Source: an optimization exercise on an open RTL-to-GDS flow (aim: a short achievable clock period and few clock cycles). Production flows keep margins and buffers that such runs may drop. In this exercise RTL edits were held to simulation tests only and were not proved equivalent to the original. No activity file was given, so power comes from the tool's default toggle rates.

## run.sh

```bash
#!/bin/bash
# synth_recipe.tcl (not shown) runs the flow's synth.tcl, then flattens the netlist and writes it again
# the make line also repeats each setting of config.mk as NAME=value (left out here)
make -C /OpenROAD-flow-scripts/flow DESIGN_CONFIG=/design/flow/config.mk WORK_HOME=/design/flow/orfs CLKGATE_MAP_FILE= SYNTH_SCRIPT=/design/flow/synth_recipe.tcl finish
```

## config.mk

```make
export PLATFORM = sky130hd
export DESIGN_NAME = cwrv_core
export DESIGN_NICKNAME = cwrv_core
export VERILOG_FILES = /design/flow/design.v
export SDC_FILE = /design/flow/constraint.sdc
export NUM_CORES = 4
export LEC_CHECK = 0
export CAP_MARGIN = 20
export CELL_PAD_IN_SITES_DETAIL_PLACEMENT = 1
export CELL_PAD_IN_SITES_GLOBAL_PLACEMENT = 2
export CORE_MARGIN = 2
export CORE_UTILIZATION = 30
export SLEW_MARGIN = 20
```

## constraint.sdc

```tcl
create_clock -name core_clock -period 15.0 [get_ports {clk}]
set_input_delay 3.0000 -clock core_clock [delete_from_list [all_inputs] [get_ports {clk}]]
set_output_delay 3.0000 -clock core_clock [all_outputs]
set_load 0.01 [all_outputs]
```

## design.v

```verilog
module cwrv_regfile (
    input  wire        clk,
    input  wire        rst,
    input  wire [4:0]  ra1,
    output wire [31:0] rd1,
    input  wire [4:0]  ra2,
    output wire [31:0] rd2,
    input  wire        we,
    input  wire [4:0]  wa,
    input  wire [31:0] wd
);
    reg [31:0] regs [0:31];
    integer i;
    always @(posedge clk) begin
        if (rst) begin
            for (i = 0; i < 32; i = i + 1)
                regs[i] <= 32'd0;
        end else if (we) begin
            regs[wa] <= wd;
        end
    end
    assign rd1 = regs[ra1];
    assign rd2 = regs[ra2];
endmodule
module cwrv_core (
    input  wire        clk,
    input  wire        rst,
    input  wire [31:0] boot_pc,
    input  wire [31:0] arena_lo,
    input  wire [31:0] arena_hi,
    output reg         mem_req,
    output reg         mem_we,
    output reg  [31:0] mem_addr,
    output reg  [1:0]  mem_size,
    output reg  [31:0] mem_wdata,
    input  wire        mem_gnt,
    input  wire        mem_rvalid,
    input  wire [31:0] mem_rdata,
    input  wire [3:0]  mem_rfault,
    output reg         ecall_req,
    output reg  [31:0] ecall_id,
    output reg  [31:0] ecall_arg,
    input  wire        ecall_ack,
    input  wire [31:0] ecall_ret,
    input  wire        ecall_fault,
    output reg         alive,
    output reg         ret_valid,
    output reg  [31:0] ret_pc,
    output reg         ret_we,
    output reg  [4:0]  ret_rd,
    output reg  [31:0] ret_wdata
);
    localparam QN = 12;              
    integer i;
    reg [31:0] fpc;                  
    reg        req_data;             
    reg [3:0]  t_data, t_drop;       
    reg [2:0]  ntag;
    reg [18*QN-1:0] qv;              
    reg [3:0]  qcnt;
    reg [31:0] d_pc;
    reg        d_halt;
    reg        x_valid;
    reg [31:0] x_pc, x_pclen, x_tgt, x_imm, x_a, x_b;
    reg [4:0]  x_ra1, x_ra2, x_rd;
    reg        x_use1, x_use2;
    reg [2:0]  x_fn;
    reg        x_sub, x_bimm;
    reg [1:0]  x_pvsel;              
    reg        x_br, x_jal, x_jalr, x_load, x_store, x_ecall, x_we, x_pred, x_die;
    reg [2:0]  x_ldk;
    reg        m_valid;
    reg [31:0] m_pc, m_npc, m_res, m_addr, m_wdata;
    reg [4:0]  m_rd;
    reg        m_we, m_load, m_store, m_ecall, m_die, m_granted;
    reg [2:0]  m_ldk;
    reg        w_valid;
    reg [31:0] w_pc, w_res;
    reg [4:0]  w_rd;
    reg        w_we, w_load, w_store, w_ecall, w_die, w_abad;
    reg [2:0]  w_ldk;
    wire [15:0] h   = qv[15:0];
    wire [31:0] ir  = {qv[33:18], qv[15:0]};
    wire        f0  = qv[17:16] != 2'b00;
    wire        f1  = qv[35:34] != 2'b00;
    wire        q3  = (h[1:0] == 2'b11);
    wire [1:0]  cq   = h[1:0];
    wire [2:0]  cf3  = h[15:13];
    wire [4:0]  crd  = h[11:7];
    wire [31:0] c_imm6   = {{26{h[12]}}, h[12], h[6:2]};
    wire [31:0] c_imm16  = {{22{h[12]}}, h[12], h[4:3], h[5], h[2], h[6], 4'b0000};
    wire [31:0] c_lwoff  = {24'd0, h[3:2], h[12], h[6:4], 2'b00};
    wire [31:0] c_swoff  = {24'd0, h[8:7], h[12:9], 2'b00};
    wire c_nop   = (h == 16'h0001);
    wire c_addi  = (cq == 2'b01) && (cf3 == 3'b000);
    wire c_li    = (cq == 2'b01) && (cf3 == 3'b010);
    wire c_a16   = (cq == 2'b01) && (cf3 == 3'b011) && (crd == 5'd2) && ({h[12], h[6:2]} != 6'd0);
    wire c_lui   = (cq == 2'b01) && (cf3 == 3'b011) && (crd != 5'd2) && ({h[12], h[6:2]} != 6'd0);
    wire c_slli  = (cq == 2'b10) && (cf3 == 3'b000) && !h[12];
    wire c_lwsp  = (cq == 2'b10) && (cf3 == 3'b010) && (crd != 5'd0);
    wire c_swsp  = (cq == 2'b10) && (cf3 == 3'b110);
    wire c_legal = c_addi | c_li | c_a16 | c_lui | c_slli | c_lwsp | c_swsp;
    wire [6:0] opc = ir[6:0];
    wire [2:0] f3  = ir[14:12];
    wire [6:0] f7  = ir[31:25];
    wire op_lui   = (opc == 7'b0110111);
    wire op_auipc = (opc == 7'b0010111);
    wire op_jal   = (opc == 7'b1101111);
    wire op_jalr  = (opc == 7'b1100111) && (f3 == 3'b000);
    wire op_br    = (opc == 7'b1100011) && (f3 != 3'b010) && (f3 != 3'b011);
    wire op_load  = (opc == 7'b0000011) && (f3 != 3'b011) && (f3 != 3'b110) && (f3 != 3'b111);
    wire op_store = (opc == 7'b0100011) && (f3[2] == 1'b0) && (f3 != 3'b011);
    wire op_imm   = (opc == 7'b0010011) &&
                    ((f3 != 3'b001 && f3 != 3'b101) ||
                     (f3 == 3'b001 && f7 == 7'b0000000) ||
                     (f3 == 3'b101 && (f7 == 7'b0000000 || f7 == 7'b0100000)));
    wire op_reg   = (opc == 7'b0110011) &&
                    ((f7 == 7'b0000000) ||
                     (f7 == 7'b0100000 && (f3 == 3'b000 || f3 == 3'b101)));
    wire op_ecall = (ir == 32'h00000073);
    wire w_legal  = op_lui | op_auipc | op_jal | op_jalr | op_br | op_load |
                    op_store | op_imm | op_reg | op_ecall;
    wire [31:0] immI = {{20{ir[31]}}, ir[31:20]};
    wire [31:0] immS = {{20{ir[31]}}, ir[31:25], ir[11:7]};
    wire [31:0] immB = {{19{ir[31]}}, ir[31], ir[7], ir[30:25], ir[11:8], 1'b0};
    wire [31:0] immU = {ir[31:12], 12'd0};
    wire [31:0] immJ = {{11{ir[31]}}, ir[31], ir[19:12], ir[20], ir[30:21], 1'b0};
    wire d_need2 = q3 && !f0;
    wire d_avail = (qcnt >= 4'd2) || (qcnt == 4'd1 && !d_need2);
    wire d_die   = f0 || (!q3 && !c_legal) || (q3 && (f1 || !w_legal));
    wire d_ok    = !d_die;
    reg [4:0]  d_ra1, d_ra2, d_rd;
    reg        d_use1, d_use2, d_we, d_sub, d_bimm;
    reg [2:0]  d_fn;
    reg [31:0] d_imm;
    reg [1:0]  d_pvsel;
    reg [2:0]  d_ldk;
    always @(*) begin
        d_ra1 = ir[19:15];
        d_ra2 = ir[24:20];
        d_rd  = ir[11:7];
        d_use1 = 1'b0;
        d_use2 = 1'b0;
        d_we   = 1'b0;
        d_sub  = 1'b0;
        d_bimm = 1'b1;
        d_fn   = 3'b000;
        d_imm  = immI;
        d_pvsel = 2'd0;
        d_ldk  = f3;
        if (!q3) begin
            d_ra1 = (c_lwsp || c_swsp || c_a16) ? 5'd2 : crd;
            d_ra2 = h[6:2];
            d_rd  = crd;
            d_ldk = 3'b010;
            if (c_addi) begin
                d_use1 = 1'b1; d_we = !c_nop; d_imm = c_imm6;
            end else if (c_li) begin
                d_we = 1'b1; d_imm = c_imm6;
            end else if (c_a16) begin
                d_use1 = 1'b1; d_we = 1'b1; d_imm = c_imm16;
            end else if (c_lui) begin
                d_we = 1'b1; d_imm = {c_imm6[19:0], 12'd0};
            end else if (c_slli) begin
                d_use1 = 1'b1; d_we = 1'b1; d_fn = 3'b001; d_imm = {27'd0, h[6:2]};
            end else if (c_lwsp) begin
                d_use1 = 1'b1; d_we = 1'b1; d_imm = c_lwoff;
            end else if (c_swsp) begin
                d_use1 = 1'b1; d_use2 = 1'b1; d_imm = c_swoff;
            end
        end else begin
            if (op_lui) begin
                d_we = 1'b1; d_imm = immU;
            end else if (op_auipc) begin
                d_we = 1'b1; d_pvsel = 2'd2;
            end else if (op_jal) begin
                d_we = 1'b1; d_pvsel = 2'd1;
            end else if (op_jalr) begin
                d_use1 = 1'b1; d_we = 1'b1; d_pvsel = 2'd1;
            end else if (op_br) begin
                d_use1 = 1'b1; d_use2 = 1'b1; d_fn = f3; d_bimm = 1'b0;
            end else if (op_load) begin
                d_use1 = 1'b1; d_we = 1'b1;
            end else if (op_store) begin
                d_use1 = 1'b1; d_use2 = 1'b1; d_imm = immS; d_ldk = {1'b0, f3[1:0]};
            end else if (op_imm) begin
                d_use1 = 1'b1; d_we = 1'b1; d_fn = f3; d_sub = (f3 == 3'b101) && f7[5];
            end else if (op_reg) begin
                d_use1 = 1'b1; d_use2 = 1'b1; d_we = 1'b1; d_fn = f3; d_sub = f7[5];
                d_bimm = 1'b0;
            end else if (op_ecall) begin
                d_ra1 = 5'd17; d_ra2 = 5'd10; d_use1 = 1'b1; d_use2 = 1'b1;
                d_we = 1'b1; d_rd = 5'd10;
            end
        end
    end
    wire d_load  = q3 ? op_load  : c_lwsp;
    wire d_store = q3 ? op_store : c_swsp;
    wire d_br    = q3 && op_br;
    wire d_jal   = q3 && op_jal;
    wire d_jalr  = q3 && op_jalr;
    wire d_ecall = q3 && op_ecall;
    wire [31:0] d_timm  = op_jal ? immJ : op_br ? immB : immU;
    wire [31:0] d_tgt   = d_pc + d_timm;
    wire [31:0] d_pclen = d_pc + (q3 ? 32'd4 : 32'd2);
    wire        d_pred  = d_ok && (d_jal || (d_br && ir[31]));
    wire [31:0] rf1, rf2;
    cwrv_regfile u_rf (
        .clk (clk),
        .rst (rst),
        .ra1 (d_ra1),
        .rd1 (rf1),
        .ra2 (d_ra2),
        .rd2 (rf2),
        .we  (ret_valid && ret_we),
        .wa  (ret_rd),
        .wd  (ret_wdata)
    );
    wire r_fw = ret_valid && ret_we;
    wire [31:0] d_rv1 = (r_fw && ret_rd == d_ra1) ? ret_wdata : rf1;
    wire [31:0] d_rv2 = (r_fw && ret_rd == d_ra2) ? ret_wdata : rf2;
    wire m_late = m_load || m_ecall;
    wire w_late = w_load || w_ecall;
    wire m_fw = m_valid && m_we;
    wire w_fw = w_valid && w_we;
    wire haz1 = x_use1 && ((m_fw && m_late && m_rd == x_ra1) || (w_fw && w_late && w_rd == x_ra1));
    wire haz2 = x_use2 && ((m_fw && m_late && m_rd == x_ra2) || (w_fw && w_late && w_rd == x_ra2));
    wire x_haz = haz1 || haz2;
    wire [31:0] fa = (x_use1 && m_fw && m_rd == x_ra1) ? m_res :
                     (x_use1 && w_fw && w_rd == x_ra1) ? w_res :
                     (x_use1 && r_fw && ret_rd == x_ra1) ? ret_wdata : x_a;
    wire [31:0] fb = (x_use2 && m_fw && m_rd == x_ra2) ? m_res :
                     (x_use2 && w_fw && w_rd == x_ra2) ? w_res :
                     (x_use2 && r_fw && ret_rd == x_ra2) ? ret_wdata : x_b;
    wire [31:0] opb   = x_bimm ? x_imm : fb;
    wire [4:0]  shamt = opb[4:0];
    wire [31:0] sum   = x_sub ? fa - opb : fa + opb;
    reg  [31:0] alu_y;
    always @(*) begin
        case (x_fn)
            3'b000:  alu_y = sum;
            3'b001:  alu_y = fa << shamt;
            3'b010:  alu_y = {31'd0, $signed(fa) < $signed(opb)};
            3'b011:  alu_y = {31'd0, fa < opb};
            3'b100:  alu_y = fa ^ opb;
            3'b101:  alu_y = x_sub ? $unsigned($signed(fa) >>> shamt) : fa >> shamt;
            3'b110:  alu_y = fa | opb;
            default: alu_y = fa & opb;
        endcase
    end
    wire [31:0] x_res = (x_pvsel == 2'd1) ? x_pclen : (x_pvsel == 2'd2) ? x_tgt : alu_y;
    wire [31:0] x_agu = fa + x_imm;
    reg br_taken;
    always @(*) begin
        case (x_fn)
            3'b000:  br_taken = (fa == fb);
            3'b001:  br_taken = (fa != fb);
            3'b100:  br_taken = ($signed(fa) < $signed(fb));
            3'b101:  br_taken = ($signed(fa) >= $signed(fb));
            3'b110:  br_taken = (fa < fb);
            default: br_taken = (fa >= fb);
        endcase
    end
    wire        x_taken = x_jal || (x_br && br_taken);
    wire [31:0] x_npc   = x_jalr ? {x_agu[31:1], 1'b0} : x_taken ? x_tgt : x_pclen;
    wire        x_mis   = x_jalr || (x_br && (br_taken != x_pred));
    wire m_mem  = m_load || m_store;
    wire m_abad = (m_npc < arena_lo) || (m_npc > arena_hi);
    wire m_safe = !m_mem && !m_ecall && !m_die && !m_abad;
    wire w_mem   = w_load || w_store;
    wire rsp_data  = mem_rvalid && (ntag != 3'd0) && t_data[0];
    wire rsp_fetch = mem_rvalid && (ntag != 3'd0) && !t_data[0] && !t_drop[0];
    wire [1:0] w_size = w_ldk[1:0];
    wire ls_fault = (w_size == 2'b00) ? mem_rfault[0] :
                    (w_size == 2'b01) ? (mem_rfault[1:0] != 2'b00) :
                                        (mem_rfault != 4'b0000);
    reg [31:0] ld_val;
    always @(*) begin
        case (w_ldk)
            3'b000:  ld_val = {{24{mem_rdata[7]}}, mem_rdata[7:0]};
            3'b001:  ld_val = {{16{mem_rdata[15]}}, mem_rdata[15:0]};
            3'b100:  ld_val = {24'd0, mem_rdata[7:0]};
            3'b101:  ld_val = {16'd0, mem_rdata[15:0]};
            default: ld_val = mem_rdata;
        endcase
    end
    wire w_done  = w_valid && (w_mem ? rsp_data : w_ecall ? (ecall_req && ecall_ack) : 1'b1);
    wire w_fault = w_die || (w_mem && ls_fault) || (w_ecall && ecall_fault);
    wire w_kill  = alive && w_done && (w_fault || w_abad);
    wire w_ret   = alive && w_done && !w_fault;
    wire live    = alive && !w_kill;
    wire granted   = mem_req && mem_gnt;
    wire d_granted = granted && req_data;
    wire f_granted = granted && !req_data;
    wire w_free  = !w_valid || w_done;
    wire m_adv   = m_valid && (!m_mem || m_granted || d_granted) && w_free;
    wire m_free  = !m_valid || m_adv;
    wire x_adv   = x_valid && !x_haz && m_free;
    wire x_free  = !x_valid || x_adv;
    wire e_block = (x_valid && x_ecall) || (m_valid && m_ecall) || (w_valid && w_ecall);
    wire d_adv   = alive && d_avail && !d_halt && !e_block && x_free;
    wire st_flush = d_granted && m_store;
    wire x_go     = x_adv && !st_flush;
    wire x_redir  = x_go && x_mis;
    wire d_go     = d_adv && !st_flush && !x_redir;
    wire d_redir  = d_go && d_pred;
    wire flush    = st_flush || x_redir || d_redir;
    wire [31:0] redir_pc = st_flush ? m_npc : x_redir ? x_npc : d_tgt;
    wire       mn_fromx = m_free;
    wire       mn_valid = mn_fromx ? x_go : m_valid;
    wire       mn_load  = mn_fromx ? x_load  : m_load;
    wire       mn_store = mn_fromx ? x_store : m_store;
    wire       mn_sent  = mn_fromx ? 1'b0 : (m_granted || d_granted);
    wire [31:0] mn_addr = mn_fromx ? x_agu : m_addr;
    wire [31:0] mn_wd   = mn_fromx ? fb : m_wdata;
    wire [1:0]  mn_size = mn_fromx ? x_ldk[1:0] : m_ldk[1:0];
    wire tags_ok = ({1'b0, ntag} + {3'b0, mem_req}) <= 4'd3;
    wire store_ok = w_free && (!m_adv || m_safe);
    wire req_d_n  = live && tags_ok && mn_valid && (mn_load || mn_store) && !mn_sent &&
                    (mn_load || store_ok);
    reg [2:0] nfetch;
    always @(*) begin
        nfetch = 3'd0;
        for (i = 0; i < 4; i = i + 1)
            if (i < ntag && !t_data[i] && !t_drop[i]) nfetch = nfetch + 3'd1;
    end
    wire cur_f   = mem_req && !req_data;
    wire space   = ({1'b0, qcnt} + {1'b0, nfetch, 1'b0} + {3'b0, cur_f, 1'b0} + 5'd2) <= QN;
    wire req_f_n = live && !req_d_n && tags_ok && (flush || space);
    wire [31:0] fpc_n = flush ? redir_pc : f_granted ? fpc + 32'd4 : fpc;
    wire [1:0] d_pop = d_go ? (q3 ? 2'd2 : 2'd1) : 2'd0;
    wire [3:0] q_rem = qcnt - {2'b0, d_pop};
    wire [18*QN-1:0] q_sh = (d_pop == 2'd2) ? {36'd0, qv[18*QN-1:36]} :
                            (d_pop == 2'd1) ? {18'd0, qv[18*QN-1:18]} : qv;
    always @(posedge clk) begin
        if (rst) begin
            fpc       <= boot_pc;
            d_pc      <= boot_pc;
            req_data  <= 1'b0;
            ntag      <= 3'd0;
            t_data    <= 4'd0;
            t_drop    <= 4'd0;
            qcnt      <= 4'd0;
            d_halt    <= 1'b0;
            x_valid   <= 1'b0;
            m_valid   <= 1'b0;
            m_granted <= 1'b0;
            w_valid   <= 1'b0;
            alive     <= 1'b1;
            ret_valid <= 1'b0;
            ret_pc    <= 32'd0;
            ret_we    <= 1'b0;
            ret_rd    <= 5'd0;
            ret_wdata <= 32'd0;
            ecall_req <= 1'b0;
            ecall_id  <= 32'd0;
            ecall_arg <= 32'd0;
            mem_req   <= 1'b0;
            mem_we    <= 1'b0;
            mem_addr  <= 32'd0;
            mem_size  <= 2'b10;
            mem_wdata <= 32'd0;
        end else begin
            mem_req   <= req_d_n || req_f_n;
            mem_we    <= req_d_n && mn_store;
            mem_addr  <= req_d_n ? mn_addr : fpc_n;
            mem_size  <= req_d_n ? mn_size : 2'b10;
            mem_wdata <= mn_wd;
            req_data  <= req_d_n;
            fpc       <= fpc_n;
            begin : tags
                reg [3:0] td, tp;
                reg [2:0] n;
                td = t_data;
                tp = t_drop;
                n  = ntag;
                if (flush) tp = tp | ~td;
                if (mem_rvalid && n != 3'd0) begin
                    td = {1'b0, td[3:1]};
                    tp = {1'b0, tp[3:1]};
                    n  = n - 3'd1;
                end
                if (granted) begin
                    td[n[1:0]] = req_data;
                    tp[n[1:0]] = !req_data && flush;
                    n = n + 3'd1;
                end
                t_data <= td;
                t_drop <= tp;
                ntag   <= n;
            end
            if (flush) begin
                qcnt <= 4'd0;
            end else begin
                for (i = 0; i < QN; i = i + 1) begin
                    if (i < q_rem)
                        qv[18*i +: 18] <= q_sh[18*i +: 18];
                    else if (i == q_rem)
                        qv[18*i +: 18] <= {mem_rfault[1:0], mem_rdata[15:0]};
                    else if (i == q_rem + 1)
                        qv[18*i +: 18] <= {mem_rfault[3:2], mem_rdata[31:16]};
                end
                qcnt <= q_rem + (rsp_fetch ? 4'd2 : 4'd0);
            end
            if (flush)
                d_pc <= redir_pc;
            else if (d_go)
                d_pc <= d_pclen;
            if (st_flush || x_redir)
                d_halt <= 1'b0;
            else if (d_go && d_die)
                d_halt <= 1'b1;
            if (x_free || st_flush) begin
                x_valid <= d_go;
                x_pc    <= d_pc;
                x_pclen <= d_pclen;
                x_tgt   <= d_tgt;
                x_imm   <= d_imm;
                x_a     <= d_use1 ? d_rv1 : 32'd0;
                x_b     <= d_rv2;
                x_ra1   <= d_ra1;
                x_ra2   <= d_ra2;
                x_use1  <= d_use1 && d_ok;
                x_use2  <= d_use2 && d_ok;
                x_rd    <= d_rd;
                x_fn    <= d_fn;
                x_sub   <= d_sub;
                x_bimm  <= d_bimm;
                x_pvsel <= d_pvsel;
                x_br    <= d_ok && d_br;
                x_jal   <= d_ok && d_jal;
                x_jalr  <= d_ok && d_jalr;
                x_load  <= d_ok && d_load;
                x_store <= d_ok && d_store;
                x_ecall <= d_ok && d_ecall;
                x_we    <= d_ok && d_we;
                x_pred  <= d_pred;
                x_die   <= d_die;
                x_ldk   <= d_ldk;
            end else begin
                x_a <= fa;
                x_b <= fb;
            end
            if (m_free) begin
                m_valid   <= x_go;
                m_granted <= 1'b0;
                m_pc      <= x_pc;
                m_npc     <= x_npc;
                m_res     <= x_res;
                m_addr    <= x_agu;
                m_wdata   <= fb;
                m_rd      <= x_rd;
                m_we      <= x_we;
                m_load    <= x_load;
                m_store   <= x_store;
                m_ecall   <= x_ecall;
                m_die     <= x_die;
                m_ldk     <= x_ldk;
                if (x_go && x_ecall) begin
                    ecall_id  <= fa;
                    ecall_arg <= fb;
                end
            end else if (d_granted) begin
                m_granted <= 1'b1;
            end
            if (w_free) begin
                w_valid <= m_adv;
                w_pc    <= m_pc;
                w_res   <= m_res;
                w_rd    <= m_rd;
                w_we    <= m_we;
                w_load  <= m_load;
                w_store <= m_store;
                w_ecall <= m_ecall;
                w_die   <= m_die;
                w_abad  <= m_abad;
                w_ldk   <= m_ldk;
            end
            ecall_req <= live && w_valid && w_ecall && !(ecall_req && ecall_ack);
            ret_valid <= w_ret;
            if (w_ret) begin
                ret_pc    <= w_pc;
                ret_we    <= w_we;
                ret_rd    <= w_rd;
                ret_wdata <= w_load ? ld_val : w_ecall ? ecall_ret : w_res;
            end
            if (w_kill)
                alive <= 1'b0;
        end
    end
endmodule
```

==> results by group, run 1 <==
Clocking
  – Worst-Skew Late Latency: 0.96 ns
  – Worst-path clk slew: 0.06 ns
  – CTS buffer count: 263
  – # Post-CTS Setup Buffers: 0
  – Post-CTS resize count: 0
  – CTS tree: done
  – Clk sinks: 2,007
  – Max clock buf depth: 4
  – Htree depth: 5
  – CTS Hold Bufs: 0
  – CTS Root Cell: clkbuf_16

Floorplanning
  – Chip height: 633.5 µm
  – Core footprint: 0.3951 mm²
  – Initial core utilization: 30.08%
  – Cell Rows: 231
  – Top-level I/O count: 375
  – Die Wd: 633.5 µm
  – Die area: 0.4013 mm²

Hold path
  – Hold WC Path Type: flip-flop to flip-flop
  – Hold Path End: m_ldk[2]$_DFFE_PP_
  – Hold Path Origin: x_ldk[2]$_SDFFCE_PN0P_
  – WHS Path Cells: 0

STA
  – RSZ-0062 raised after global routing: false
  – Fmax: 83.16 MHz
  – Measured slew at the worst slew-check pin: 1.342 ns
  – Setup_tns: 0 ns
  – Fin crit share: 80.16%
  – Shortest period the worst path allows: 12.02 ns
  – Setup Skew: 0.07082 ns
  – Slew margin rel.: 10.55%
  – Slew Limit Fails: 0
  – Final setup fails: 0
  – Final hold vios: 0

Layout
  – Biggest register: u_rf.regs
  – Fraction of layout cells with a size suffix above 1: 7.831%
  – Number of flip-flops in the largest register: 1,024
  – Area Growth Syn to Fin: 15.34%
  – Regs by FF count: u_rf.regs: 1024 flops, qv: 216 flops
  – Final Cell Area: 0.1371 mm²
  – Fill cells: 44,900
  – Post-layout net count: 13,750

Worst setup path
  – CP required: 15.62 ns
  – Max incr delay on CP: 1.00 ns
  – FF-to-FF path depth: 30
  – Reg2reg end: qv[46]$_DFFE_PP_
  – Critical-path top delay cell: nor2_1
  – R2r setup slk: 2.98 ns
  – FF-to-FF Start: ret_rd[1]$_SDFFE_PP0P_
  – CP Launch Type: flip-flop
  – Crit Path Class: flip-flop to flip-flop
  – Crit path DAT: 12.64 ns
  – Worst setup EP type: flip-flop
  – Most common cell on crit path: buf_4
  – Crit-path max FO: 43

Synth
  – Most area-consuming cells after synthesis: edfxtp_1 (44%), nand2_1 (9.6%), nor3_1 (5.1%)
  – Synth cell count leaders: nand2_1 (3,033), edfxtp_1 (1,749), nor3_1 (1,220)
  – Number of flops mapped to enable cells by yosys: 1,749
  – Post-synth top area share: 44.18%
  – Mapped Area: 0.1189 mm²
  – Library cells used by synthesis: 98
  – Count leader, synth: nand2_1
  – Seq/Total Area, Yosys: 48.53%
  – Seq cells post-synth: 2,007
  – Post-Syn Nets: 13,970
  – Synth warn: 2
  – Synth Flop Type: edfxtp_1
  – Cell count after synthesis: 13,520
  – Area leader, netlist: edfxtp_1
  – Synth Area per Inst: 8.795 µm²
  – Async set-or-reset flop fraction in the synthesized netlist: 0%

Power and ir drop
  – Peak supply drop: 0.0002049 V
  – Leakage power: 48.87 nW
  – Pwr/cell area: 278.2 mW/mm²

Place
  – Post-DP Area: 0.1285 mm²
  – GP Congestion: 1.000
  – # port buffers: 374
  – DP HPWL: 471,800 µm

Drt
  – Detailed-route vias per instance: 6.137
  – Detailed Route WL: 694,100 µm
  – Post-route antenna net violation count: 0
  – Vias: 115,100
  – Pre-antenna DRT Iters: 8
  – Number of DRC markers in iteration 0: 13,360
  – Wirelength per Cell: 37.01 µm
  – Drt drc: 0

Job
  – Maxcap violations: 0

GRT
  – Vias in the first global route: 113,100
  – Initial antenna violation count: 62
  – GRT overflow: 0
  – Maximum number of pins on one net before global-route repair: 145
  – Tot GR Track Use: 33.48%
  – First-pass GRT wire length: 949,900 µm

Status
  – Outcome: timing/DRC/antenna clean
-- cell type report --
class                      instances  area, µm²  area share (%)
sequential                      2007      57690           42.07
multi-input combinational       9957      55950           40.81
timing repair buffer             803       7281           5.310
clock buffer                     348       7233           5.276
tap                             5242       6559           4.784
clock inverter                   119       1315          0.9591
inverter                         263       1031          0.7520
antenna                           18      45.04         0.03285
-- worst max-delay path, delay by kind of cell, from the launching register on --
family,cells,cell delay [ns]
xor+xnor,2,0.33
compound gates,9,2.92
fa+ha+maj,2,0.60
buf+inv,7,2.09
simple gates,10,4.97
flops,1,0.69
-- placed cells by master, fill, tap and decap left out, types with 41 or more instances in the layout --
cell type / synthesis / layout
a21o_1: 115 / 114
ha_1: 277 / 277
o21ai_1: 44 / 45
and2_1: 62 / 60
o21ai_0: 376 / 340
xor2_1: 64 / 62
dfxtp_1: 258 / 258
mux2i_1: 241 / 239
nor2b_1: 90 / 87
inv_1: 220 / 215
nand4_1: 41 / 41
clkdlybuf4s50_1: 0 / 371
a311oi_1: 334 / 328
nand3_1: 1042 / 1039
a22oi_1: 77 / 76
buf_4: 15 / 401
clkbuf_16: 0 / 273
nand2_1: 3033 / 3027
o221ai_1: 44 / 44
xnor2_1: 125 / 123
clkinv_1: 31 / 61
and3_1: 296 / 293
nor3_1: 1220 / 1213
a211oi_1: 214 / 208
a21oi_1: 653 / 650
nor2_1: 638 / 631
a31oi_1: 225 / 223
clkbuf_1: 1116 / 63
mux2_2: 50 / 50
edfxtp_1: 1749 / 1749
o21a_1: 54 / 52
o22ai_1: 57 / 57
o211ai_1: 85 / 85
-- routing by layer --
| layer | global-route usage, % | up-vias | wire (µm) |
|---|---|---|---|
| met1 | 46.90 | 60320 | 305700 |
| met3 | 4.767 | 1008 | 49970 |
| li1 | - | 48660 | - |
| met2 | 51.18 | 5096 | 303500 |
| met4 | 14.59 | 20 | 34780 |
| met5 | 0 | - | 112 |
-- worst max path at each step --
stage                                 startpoint                             end  cells past startpoint
final                     ret_rd[1]$_SDFFE_PP0P_                qv[46]$_DFFE_PP_                     30
after CTS                 ret_rd[1]$_SDFFE_PP0P_               qv[152]$_DFFE_PP_                     31
after global placement    ret_rd[1]$_SDFFE_PP0P_               qv[150]$_DFFE_PP_                     33
after floorplan                              rst  u_rf.regs[15][0]$_SDFFCE_PN0P_                      5
after detailed placement  ret_rd[1]$_SDFFE_PP0P_               qv[146]$_DFFE_PP_                     31
after global routing      ret_rd[1]$_SDFFE_PP0P_               qv[152]$_DFFE_PP_                     33
-- stage by stage --
step | setup WS [ns] | util [%] | hold slack, ns | power [mW] | instances
final | 2.976 | 34.70 | 0.4005 | 38.14 | 18760
after global routing | 2.399 | 34.69 | 0.4102 | 39.50 | 18740
after CTS | 3.179 | 34.68 | 0.4043 | 37.79 | 18740
after detailed placement | 3.208 | 32.51 | 0.4062 | 31.25 | 18270
after global placement | 3.285 | 32.48 | 0.4010 | 31.02 | 18260
after floorplan | 3.170 | - | 0.4003 | 20.44 | 13520
-- logic make-up (layout without fill, tap and decap cells) --
logic type	Yosys count	in the layout	share of synthesized area (%)
other	0	18	0
flip-flops	2007	2007	48.53
AND/OR/NAND/NOR	6608	6608	24.79
adder cells (fa/ha/maj)	283	283	3.017
multiplexers	293	293	2.541
AO/OA/AOI/OAI	2584	2584	14.63
buffers and inverters	1551	1533	5.097
XOR/XNOR	189	189	1.393
-- power breakdown --
| part | internal, mW | switching, mW |
|---|---|---|
| Sequential | 7.95 | 1.46 |
| Clock | 3.73 | 2.73 |
| Combinational | 5.94 | 16.3 |
Testbench counts, summed over its fixed seeds: cycles 282,912.
==> inputs of run 2 (changes only) <==
--- a/design.v
+++ b/design.v
@@ -52,15 +52,27 @@
 );
     localparam QN = 12;              
+    localparam QW = 20;              
+    localparam NB = 8;               
     integer i;
     reg [31:0] fpc;                  
     reg        req_data;             
-    reg [3:0]  t_data, t_drop;       
+    reg [3:0]  t_data, t_drop, t_hit, t_k;    
     reg [2:0]  ntag;
-    reg [18*QN-1:0] qv;              
+    reg [NB-1:0]    b_v, b_k;
+    reg [32*NB-1:0] b_f, b_t;
+    reg [2:0]       b_rr;
+    reg             bu_inv, bu_ins, bu_k;
+    reg [31:0]      bu_f, bu_t;
+    reg [31:0]      a_lo, a_hi;
+    reg [127:0] tf;
+    reg [2:0]   tcnt;
+    reg [QW*QN-1:0] qv;
     reg [3:0]  qcnt;
     reg [31:0] d_pc;
     reg        d_halt;
+    reg        pf, pk;
+    reg [31:0] pf_pc;
     reg        x_valid;
-    reg [31:0] x_pc, x_pclen, x_tgt, x_imm, x_a, x_b;
+    reg [31:0] x_pc, x_pclen, x_tgt, x_imm, x_a, x_b, x_pt, x_f;
     reg [4:0]  x_ra1, x_ra2, x_rd;
     reg        x_use1, x_use2;
@@ -68,5 +80,6 @@
     reg        x_sub, x_bimm;
     reg [1:0]  x_pvsel;              
-    reg        x_br, x_jal, x_jalr, x_load, x_store, x_ecall, x_we, x_pred, x_die;
+    reg        x_br, x_jal, x_jalr, x_load, x_store, x_ecall, x_we, x_die;
+    reg        x_ptk, x_mark, x_k;
     reg [2:0]  x_ldk;
     reg        m_valid;
@@ -81,7 +94,11 @@
     reg [2:0]  w_ldk;
     wire [15:0] h   = qv[15:0];
-    wire [31:0] ir  = {qv[33:18], qv[15:0]};
+    wire [31:0] ir  = {qv[35:20], qv[15:0]};
     wire        f0  = qv[17:16] != 2'b00;
-    wire        f1  = qv[35:34] != 2'b00;
+    wire        f1  = qv[37:36] != 2'b00;
+    wire        p0  = qv[18];
+    wire        p1  = qv[38];
+    wire        mk0 = qv[19];
+    wire        mk1 = qv[39];
     wire        q3  = (h[1:0] == 2'b11);
     wire [1:0]  cq   = h[1:0];
@@ -204,5 +221,10 @@
     wire [31:0] d_tgt   = d_pc + d_timm;
     wire [31:0] d_pclen = d_pc + (q3 ? 32'd4 : 32'd2);
-    wire        d_pred  = d_ok && (d_jal || (d_br && ir[31]));
+    wire        d_mark  = q3 ? mk1 : mk0;
+    wire        d_fix   = q3 && mk0 && !f0;      
+    wire [31:0] d_tf    = tf[31:0];
+    wire        d_pos   = q3 ? p1 : p0;
+    wire [31:0] d_fa    = d_pc + (q3 ? (p1 ? 32'd0 : 32'd2) : (p0 ? 32'hFFFF_FFFE : 32'd0));
+    wire        d_pst   = d_ok && !d_mark && (d_jal || (d_br && ir[31]));
     wire [31:0] rf1, rf2;
     cwrv_regfile u_rf (
@@ -264,7 +286,8 @@
     wire        x_taken = x_jal || (x_br && br_taken);
     wire [31:0] x_npc   = x_jalr ? {x_agu[31:1], 1'b0} : x_taken ? x_tgt : x_pclen;
-    wire        x_mis   = x_jalr || (x_br && (br_taken != x_pred));
+    wire        x_tne   = (x_tgt != x_pt);
+    wire        x_mis   = x_jalr || (x_ptk ? (!x_taken || x_tne) : x_taken);
     wire m_mem  = m_load || m_store;
-    wire m_abad = (m_npc < arena_lo) || (m_npc > arena_hi);
+    wire m_abad = (m_npc < a_lo) || (m_npc > a_hi);
     wire m_safe = !m_mem && !m_ecall && !m_die && !m_abad;
     wire w_mem   = w_load || w_store;
@@ -296,17 +319,31 @@
     wire m_adv   = m_valid && (!m_mem || m_granted || d_granted) && w_free;
     wire m_free  = !m_valid || m_adv;
-    wire x_adv   = x_valid && !x_haz && m_free;
-    wire x_free  = !x_valid || x_adv;
+    wire x_adv   = x_valid && !x_haz && m_free && !pk && !(m_valid && m_store);
+    wire x_free  = !x_valid || x_adv || pk;
     wire e_block = (x_valid && x_ecall) || (m_valid && m_ecall) || (w_valid && w_ecall);
-    wire d_adv   = alive && d_avail && !d_halt && !e_block && x_free;
-    wire st_flush = d_granted && m_store;
-    wire x_go     = x_adv && !st_flush;
-    wire x_redir  = x_go && x_mis;
-    wire d_go     = d_adv && !st_flush && !x_redir;
-    wire d_redir  = d_go && d_pred;
-    wire flush    = st_flush || x_redir || d_redir;
-    wire [31:0] redir_pc = st_flush ? m_npc : x_redir ? x_npc : d_tgt;
+    wire d_can   = alive && d_avail && !d_halt && !e_block && !pf;
+    wire d_go    = d_can && !d_fix && x_free;
+    wire r_st  = d_granted && m_store;
+    wire r_x   = x_adv && x_mis;
+    wire r_d   = (d_go && d_pst) || (d_can && d_fix);
+    wire redir = r_st || r_x || r_d;
+    wire [31:0] redir_pc = r_st ? m_npc : r_x ? x_npc : d_fix ? d_pc : d_tgt;
+    reg [NB-1:0] b_hitv;
+    reg [31:0]   b_ht;
+    reg          b_hk;
+    always @(*) begin
+        b_ht = 32'd0;
+        b_hk = 1'b0;
+        for (i = 0; i < NB; i = i + 1) begin
+            b_hitv[i] = b_v[i] && (b_f[32*i +: 32] == fpc);
+            if (b_hitv[i]) begin
+                b_ht = b_ht | b_t[32*i +: 32];
+                b_hk = b_hk | b_k[i];
+            end
+        end
+    end
+    wire b_hit = |b_hitv;
     wire       mn_fromx = m_free;
-    wire       mn_valid = mn_fromx ? x_go : m_valid;
+    wire       mn_valid = mn_fromx ? x_adv : m_valid;
     wire       mn_load  = mn_fromx ? x_load  : m_load;
     wire       mn_store = mn_fromx ? x_store : m_store;
@@ -315,5 +352,5 @@
     wire [31:0] mn_wd   = mn_fromx ? fb : m_wdata;
     wire [1:0]  mn_size = mn_fromx ? x_ldk[1:0] : m_ldk[1:0];
-    wire tags_ok = ({1'b0, ntag} + {3'b0, mem_req}) <= 4'd3;
+    wire tags_ok  = ({1'b0, ntag} + {3'b0, mem_req}) <= 4'd3;
     wire store_ok = w_free && (!m_adv || m_safe);
     wire req_d_n  = live && tags_ok && mn_valid && (mn_load || mn_store) && !mn_sent &&
@@ -327,10 +364,26 @@
     wire cur_f   = mem_req && !req_data;
     wire space   = ({1'b0, qcnt} + {1'b0, nfetch, 1'b0} + {3'b0, cur_f, 1'b0} + 5'd2) <= QN;
-    wire req_f_n = live && !req_d_n && tags_ok && (flush || space);
-    wire [31:0] fpc_n = flush ? redir_pc : f_granted ? fpc + 32'd4 : fpc;
+    wire req_f_n = live && !req_d_n && tags_ok && (tcnt <= 3'd2) && (redir || pf || space);
+    wire f_hit   = f_granted && b_hit && !redir;
+    wire [31:0] fpc_n = redir ? redir_pc : f_granted ? (b_hit ? b_ht : fpc + 32'd4) : fpc;
     wire [1:0] d_pop = d_go ? (q3 ? 2'd2 : 2'd1) : 2'd0;
     wire [3:0] q_rem = qcnt - {2'b0, d_pop};
-    wire [18*QN-1:0] q_sh = (d_pop == 2'd2) ? {36'd0, qv[18*QN-1:36]} :
-                            (d_pop == 2'd1) ? {18'd0, qv[18*QN-1:18]} : qv;
+    wire          push1 = t_hit[0] && !t_k[0];       
+    wire [QW-1:0] e0 = {push1, 1'b0, mem_rfault[1:0], mem_rdata[15:0]};
+    wire [QW-1:0] e1 = {t_hit[0], 1'b1, mem_rfault[3:2], mem_rdata[31:16]};
+    reg [QW*QN-1:0] q_in;
+    always @(*) begin
+        q_in = qv;
+        for (i = 0; i < QN; i = i + 1) begin
+            if (rsp_fetch && i == qcnt)     q_in[QW*i +: QW] = e0;
+            if (rsp_fetch && i == qcnt + 1) q_in[QW*i +: QW] = e1;
+        end
+    end
+    wire [QW*QN-1:0] q_sh = (d_pop == 2'd2) ? {{2*QW{1'b0}}, q_in[QW*QN-1:2*QW]} :
+                            (d_pop == 2'd1) ? {{QW{1'b0}}, q_in[QW*QN-1:QW]} : q_in;
+    always @(posedge clk) begin
+        a_lo <= arena_lo;
+        a_hi <= arena_hi;
+    end
     always @(posedge clk) begin
         if (rst) begin
@@ -341,6 +394,15 @@
             t_data    <= 4'd0;
             t_drop    <= 4'd0;
+            t_hit     <= 4'd0;
+            t_k       <= 4'd0;
+            b_v       <= {NB{1'b0}};
+            bu_inv    <= 1'b0;
+            bu_ins    <= 1'b0;
+            b_rr      <= 3'd0;
+            tcnt      <= 3'd0;
             qcnt      <= 4'd0;
             d_halt    <= 1'b0;
+            pf        <= 1'b0;
+            pk        <= 1'b0;
             x_valid   <= 1'b0;
             m_valid   <= 1'b0;
@@ -370,46 +432,92 @@
             fpc       <= fpc_n;
             begin : tags
-                reg [3:0] td, tp;
+                reg [3:0] td, tp, th, tk;
                 reg [2:0] n;
                 td = t_data;
                 tp = t_drop;
+                th = t_hit;
+                tk = t_k;
                 n  = ntag;
-                if (flush) tp = tp | ~td;
+                if (redir) tp = tp | ~td;
                 if (mem_rvalid && n != 3'd0) begin
                     td = {1'b0, td[3:1]};
                     tp = {1'b0, tp[3:1]};
+                    th = {1'b0, th[3:1]};
+                    tk = {1'b0, tk[3:1]};
                     n  = n - 3'd1;
                 end
                 if (granted) begin
                     td[n[1:0]] = req_data;
-                    tp[n[1:0]] = !req_data && flush;
+                    tp[n[1:0]] = !req_data && redir;
+                    th[n[1:0]] = !req_data && b_hit;
+                    tk[n[1:0]] = b_hk;
                     n = n + 3'd1;
                 end
                 t_data <= td;
                 t_drop <= tp;
+                t_hit  <= th;
+                t_k    <= tk;
                 ntag   <= n;
             end
-            if (flush) begin
+            bu_inv <= r_x && x_mark;
+            bu_ins <= (r_x || (x_adv && !x_mark)) && x_taken && !x_jalr;
+            bu_f   <= x_f;
+            bu_t   <= x_tgt;
+            bu_k   <= x_k;
+            if (d_can && d_fix) begin
+                b_v <= {NB{1'b0}};
+            end else if (bu_inv || bu_ins) begin
+                begin : btbw
+                    reg [NB-1:0] v;
+                    v = b_v;
+                    if (bu_inv)
+                        for (i = 0; i < NB; i = i + 1)
+                            if (b_f[32*i +: 32] == bu_f) v[i] = 1'b0;
+                    if (bu_ins) begin
+                        v[b_rr] = 1'b1;
+                        b_f[32*b_rr +: 32] <= bu_f;
+                        b_t[32*b_rr +: 32] <= bu_t;
+                        b_k[b_rr] <= bu_k;
+                        b_rr <= b_rr + 3'd1;
+                    end
+                    b_v <= v;
+                end
+            end
+            begin : tfifo
+                reg [127:0] t;
+                reg [2:0]   n;
+                t = tf;
+                n = tcnt;
+                if (pf) n = 3'd0;
+                else if (d_go && d_mark) begin
+                    t = {32'd0, t[127:32]};
+                    n = n - 3'd1;
+                end
+                if (f_hit) begin
+                    t[32*n[1:0] +: 32] = b_ht;
+                    n = n + 3'd1;
+                end
+                tf   <= t;
+                tcnt <= n;
+            end
+            pf <= redir;
+            pk <= r_st || r_x;
+            if (redir)
+                pf_pc <= redir_pc;
+            if (pf) begin
                 qcnt <= 4'd0;
             end else begin
-                for (i = 0; i < QN; i = i + 1) begin
-                    if (i < q_rem)
-                        qv[18*i +: 18] <= q_sh[18*i +: 18];
-                    else if (i == q_rem)
-                        qv[18*i +: 18] <= {mem_rfault[1:0], mem_rdata[15:0]};
-                    else if (i == q_rem + 1)
-                        qv[18*i +: 18] <= {mem_rfault[3:2], mem_rdata[31:16]};
-                end
-                qcnt <= q_rem + (rsp_fetch ? 4'd2 : 4'd0);
+                qv <= q_sh;
+                qcnt <= q_rem + (rsp_fetch ? (push1 ? 4'd1 : 4'd2) : 4'd0);
             end
-            if (flush)
-                d_pc <= redir_pc;
+            if (pf)
+                d_pc <= pf_pc;
             else if (d_go)
-                d_pc <= d_pclen;
-            if (st_flush || x_redir)
+                d_pc <= d_mark ? d_tf : d_pclen;
+            if (pf)
                 d_halt <= 1'b0;
             else if (d_go && d_die)
                 d_halt <= 1'b1;
-            if (x_free || st_flush) begin
+            if (x_free) begin
                 x_valid <= d_go;
                 x_pc    <= d_pc;
@@ -435,5 +543,9 @@
                 x_ecall <= d_ok && d_ecall;
                 x_we    <= d_ok && d_we;
-                x_pred  <= d_pred;
+                x_ptk   <= d_mark || d_pst;
+                x_pt    <= d_mark ? d_tf : d_tgt;
+                x_mark  <= d_mark;
+                x_f     <= d_fa;
+                x_k     <= d_pos;
                 x_die   <= d_die;
                 x_ldk   <= d_ldk;
@@ -443,5 +555,5 @@
             end
             if (m_free) begin
-                m_valid   <= x_go;
+                m_valid   <= x_adv;
                 m_granted <= 1'b0;
                 m_pc      <= x_pc;
@@ -457,5 +569,5 @@
                 m_die     <= x_die;
                 m_ldk     <= x_ldk;
-                if (x_go && x_ecall) begin
+                if (x_adv && x_ecall) begin
                     ecall_id  <= fa;
                     ecall_arg <= fb;
==> flow/run.sh (new file) <==
#!/bin/bash
set -euo pipefail
bash standard.sh SETUP_SLACK_MARGIN=9 finish > standard.log 2>&1
==> standard.sh (new file) <==
#!/bin/bash
# synth_recipe.tcl (not shown) runs the flow's synth.tcl, then flattens the netlist and writes it again
# the make line also repeats each setting of config.mk as NAME=value (left out here)
make -C /OpenROAD-flow-scripts/flow DESIGN_CONFIG=/design/flow/config.mk WORK_HOME=/design/flow/orfs CLKGATE_MAP_FILE= SYNTH_SCRIPT=/design/flow/synth_recipe.tcl "${@:-finish}"
--- a/config.mk
+++ b/config.mk
@@ -12,2 +12,3 @@
 export CORE_UTILIZATION = 30
 export SLEW_MARGIN = 20
+export TNS_END_PERCENT = 5
removed: run.sh
==> run 2 against run 1 <==
Still clean. Via count rose by 35%. Clock power up 42%. First-iteration DRC count grew 48%. Clock skew is 0.014 ns higher. Design area grew 47%. Critical path depth down 16. Die area is 43% higher. Largest cell class unchanged.
==> results by group, run 2 <==
Status
  – Outcome: timing/DRC/antenna clean (unchanged)

Worst setup path
  – CP required: 15.83 ns (was 15.62 ns)
  – Worst setup path end: x_a[0]$_DFFE_PN_ (was qv[46]$_DFFE_PP_)
  – R2r setup slk: 8.73 ns (was 2.98 ns)
  – CP Launch Type: flip-flop (unchanged)
  – Worst Setup SP: qv[15]$_DFFE_PP_ (was ret_rd[1]$_SDFFE_PP0P_)
  – Crit path DAT: 7.10 ns (was 12.64 ns)
  – Crit-path max FO: 84 (was 43)
  – Reg2reg end: x_a[0]$_DFFE_PN_ (was qv[46]$_DFFE_PP_)
  – FF-to-FF path depth: 14 (was 30)
  – FF-to-FF Start: qv[15]$_DFFE_PP_ (was ret_rd[1]$_SDFFE_PP0P_)
  – Crit Path Class: flip-flop to flip-flop (unchanged)
  – Worst setup EP type: flip-flop (unchanged)

Synth
  – Count leader, synth: nand2_1 (unchanged)
  – Cell count after synthesis: 18,140 (was 13,520)
  – Largest family of logic cells by synthesized area: simple AND/OR/NAND/NOR gates (unchanged)
  – Post-synth top area share: 45.64% (was 44.18%)
  – Synthesized-area fraction occupied by adder cells: 2.510% (was 3.017%)
  – Seq cells post-synth: 2,930 (was 2,007)
  – Synth Flop Type: edfxtp_1 (unchanged)
  – Mux cell area share after synthesis: 2.785% (was 2.541%)
  – Library cells used by synthesis: 112 (was 98)
  – Synth Area per Inst: 9.365 µm² (was 8.795 µm²)
  – Area leader, netlist: edfxtp_1 (unchanged)
  – Post-Syn Nets: 18,650 (was 13,970)
  – Synth Area in XOR/XNOR: 3.872% (was 1.393%)
  – Synth warn: 2 (unchanged)
  – Compound-Gate Fraction of Synth Area: 16.04% (was 14.63%)
  – Async set-or-reset flop fraction in the synthesized netlist: 0% (unchanged)
  – Post-synthesis simple-gate area fraction: 20.52% (was 24.79%)
  – Synth cell count leaders: nand2_1 (3,414), edfxtp_1 (2,582), clkbuf_1 (1,397) (was nand2_1 (3,033), edfxtp_1 (1,749), nor3_1 (1,220))
  – Seq/Total Area, Yosys: 49.74% (was 48.53%)
  – Most area-consuming cells after synthesis: edfxtp_1 (46%), nand2_1 (7.5%), dfxtp_1 (4.1%) (was edfxtp_1 (44%), nand2_1 (9.6%), nor3_1 (5.1%))
  – Mapped Area: 0.1699 mm² (was 0.1189 mm²)
  – Number of flops mapped to enable cells by yosys: 2,582 (was 1,749)

Power and ir drop
  – Comb pwr share: 54.4% (was 58.4%)
  – Final Power: 48.44 mW (was 38.14 mW)
  – P_int: 24.25 mW (was 17.62 mW)
  – Leakage power: 73.26 nW (was 48.87 nW)
  – P_sw: 24.18 mW (was 20.51 mW)
  – Sw frac: 49.93% (was 53.79%)
  – Proportion of power drawn by the clock network: 18.9% (was 17.0%)
  – Peak supply drop: 0.0002494 V (was 0.0002049 V)
  – Sequential power share: 26.7% (was 24.7%)
  – Pwr/cell area: 241.0 mW/mm² (was 278.2 mW/mm²)

Layout
  – Post-layout net count: 18,600 (was 13,750)
  – Regs by FF count: u_rf.regs: 1024 flops, b_f: 256 flops, b_t: 256 flops (was u_rf.regs: 1024 flops, qv: 216 flops)
  – Final Non-Filler Cells: 25,940 (was 18,760)
  – Fraction of layout cells with a size suffix above 1: 11.33% (was 7.831%)
  – Area Growth Syn to Fin: 18.28% (was 15.34%)
  – Final Cell Area: 0.2010 mm² (was 0.1371 mm²)
  – Commonest non-fill, non-tap cell in the layout: nand2_1 (unchanged)
  – Number of flip-flops in the largest register: 1,024 (unchanged)
  – Final core area utilization: 35.59% (was 34.70%)
  – Most frequent cells in the layout: nand2_1 (3,396), edfxtp_1 (2,582), nand3_1 (1,247) (was nand2_1 (3,027), edfxtp_1 (1,749), nor3_1 (1,213))
  – Biggest register: u_rf.regs (unchanged)

Drt
  – Pre-antenna DRT Iters: 6 (was 8)
  – Vias: 154,900 (was 115,100)
  – Drt drc: 0 (unchanged)
  – Number of DRC markers in iteration 0: 19,720 (was 13,360)
  – Detailed Route WL: 926,400 µm (was 694,100 µm)
  – Wirelength per Cell: 35.71 µm (was 37.01 µm)
  – Post-route antenna net violation count: 0 (unchanged)
  – Detailed-route vias per instance: 5.969 (was 6.137)

GRT
  – Tot GR Track Use: 30.88% (was 33.48%)
  – GRT overflow: 0 (unchanged)
  – Vias in the first global route: 148,200 (was 113,100)
  – Initial antenna violation count: 106 (was 62)
  – First-pass GRT wire length: 1,257,000 µm (was 949,900 µm)
  – Maximum number of pins on one net before global-route repair: 176 (was 145)

Floorplanning
  – Initial core utilization: 30.09% (was 30.08%)
  – Die area: 0.5724 mm² (was 0.4013 mm²)
  – Chip height: 756.5 µm (was 633.5 µm)
  – Top-level I/O count: 375 (unchanged)
  – Die Wd: 756.5 µm (was 633.5 µm)
  – Cell Rows: 276 (was 231)
  – Core footprint: 0.5646 mm² (was 0.3951 mm²)

Place
  – Placed cells: 24,930 (was 18,270)
  – GP Congestion: 0.9595 (was 1.000)
  – DP HPWL: 605,900 µm (was 471,800 µm)
  – Post-DP Area: 0.1826 mm² (was 0.1285 mm²)
  – # port buffers: 374 (unchanged)

Clocking
  – Clk sinks: 2,930 (was 2,007)
  – CTS Hold Bufs: 0 (unchanged)
  – Worst-Skew Late Latency: 1.06 ns (was 0.96 ns)
  – Max clock buf depth: 4 (unchanged)
  – Worst-path clk slew: 0.06 ns (about the same)
  – Htree depth: 5 (unchanged)
  – CTS Root Cell: clkbuf_16 (unchanged)
  – CTS tree: done (unchanged)
  – CTS buffer count: 372 (was 263)

STA
  – Final hold vios: 0 (unchanged)
  – Final setup fails: 0 (unchanged)
  – Slew Limit Fails: 0 (unchanged)
  – Fmax: 159.5 MHz (was 83.16 MHz)
  – Setup_tns: 0 ns (unchanged)
  – Slew margin rel.: 15.29% (was 10.55%)
  – Setup Skew: 0.08478 ns (was 0.07082 ns)
  – Fin crit share: 41.80% (was 80.16%)
  – Shortest period the worst path allows: 6.271 ns (was 12.02 ns)
  – RSZ-0062 raised after global routing: true (was false)
  – Measured slew at the worst slew-check pin: 1.261 ns (was 1.342 ns)

Hold path
  – Hold WC Path Type: flip-flop to flip-flop (unchanged)

Job
  – Maxcap violations: 0 (unchanged)
run 2: cell types whose count changed after synthesis, moves of 352 or more:
| cell | delta |
|---|---|
| edfxtp_1 | +833 |
| and2_1 | +666 |
| a22o_1 | +352 |
| nor3_1 | -685 |
| nand2_1 | +381 |
| o21ai_0 | +384 |
run 2: critical path, stage by stage, from the launching register on:
cell and delay, ns:
edfxtp_1 0.60, or3b_2 0.60, a311oi_4 0.56, a211oi_4 0.20
a211oi_4 0.60, buf_6 0.37, buf_16 0.38, buf_16 0.31
nand2_1 0.09, and3_1 0.18, a311oi_1 0.37, a311oi_1 0.12
a31oi_1 0.76, o21ai_0 0.42, o32ai_1 0.33
run 2: how the worst min path moves through the flow:
stage	depth (start not counted)	slack, ns	endpoint	startpoint
6_report	0	0.41	bu_f[2]$_DFFE_PN_	x_f[2]$_DFFE_PP_
3_3_place_gp	0	0.40	bu_f[17]$_DFFE_PN_	x_f[17]$_DFFE_PP_
2_1_floorplan	0	0.40	bu_f[10]$_DFFE_PN_	x_f[10]$_DFFE_PP_
4_1_cts	0	0.41	bu_f[2]$_DFFE_PN_	x_f[2]$_DFFE_PP_
5_1_grt	0	0.42	bu_f[2]$_DFFE_PN_	x_f[2]$_DFFE_PP_
3_5_place_dp	0	0.41	bu_f[10]$_DFFE_PN_	x_f[10]$_DFFE_PP_
run 2: layout make-up:
type                    count  area, µm²
repair inverters            1      8.758
fillers                 63340     363700
well taps                7506       9392
clock buffers             507      10250
repair buffers           1254      12320
diodes                     30      75.07
inverters                 311       1331
clock inverters           182       1723
multi-input cells       13220      81310
flip-flops and latches   2930      84540
run 2: cells by family (layout without fill, tap and decap cells):
logic type / count (synthesis) / in the layout
DFF: 2930 / 2930
muxes: 467 / 467
and+or+nand+nor: 7628 / 7635
adders and majority gates: 336 / 336
xor gates and xnor gates: 751 / 751
AOI/OAI and AO/OA: 4032 / 4033
other: 0 / 30
buffers and inverters: 1997 / 2255
run 2: through the flow:
| stage | hold WS, ns | setup WS, ns |
|---|---|---|
| 6_report | 0.4108 | 8.729 |
| 5_1_grt | 0.4243 | 8.649 |
| 4_1_cts | 0.4092 | 8.791 |
| 3_5_place_dp | 0.4051 | 4.991 |
| 3_3_place_gp | 0.4014 | 5.146 |
| 2_1_floorplan | 0.4003 | 6.694 |
run 2: layer usage:
metal	global-route usage, %	part of all wire [%]	wire (µm)	vias to the layer above
met5	0	0.017	157	-
met4	11.77	4.5	42030	24
met3	4.978	8.2	76130	1516
met2	46.80	43	400100	7269
met1	44.03	44	408000	80190
li1	-	-	-	65860
run 2: repair_timing:
item                                    in CTS  in global routing
endpoints found under the setup margin    1526                709
gates cloned                                31                 17
pin swaps                                   41                 86
resized for setup                          361                293
buffers inserted                           110                135
run 2: power by group through the flow:
stage	combinational [mW]	sequential (mW)	clock [mW]
5_1_grt	27.5	13.0	9.56
2_1_floorplan	13.3	12.1	0
4_1_cts	25.0	12.9	9.30
3_3_place_gp	23.8	13.0	0
6_report	26.3	12.9	9.16
3_5_place_dp	23.8	13.0	0
Testbench counts of run 2, summed over its fixed seeds: cycles 247,958.

[port drivers added, routing unchanged]
The results above use ideal ports. As a check the final layouts listed here were re-extracted and re-timed, cells and wires unchanged.
Step 1: set_driving_cell puts a clkbuf_16 on clk and a buf_2 on each other input, an assumption about the parent block.
Step 2 moves the port delays by t, midway between the first and last clock arrival at a register: inputs arrive t later, outputs are due t later. That takes back most of the time a late clock gives input paths.
a / b / c = ideal ports / drivers / drivers and shift; a / b = the first two.
run | t (ns) | setup slack, ns | worst setup path at the end
run 1 | 1.039 | 2.976 / 2.976 / 2.976 | register to register
run 2 | 1.153 | 8.729 / 8.729 / 7.691 | input to register
After both steps setup and hold are still met in every run listed. For run 2, which loses most, drivers alone change the setup slack by 0.000 ns; drivers and shift together by -1.038 ns.
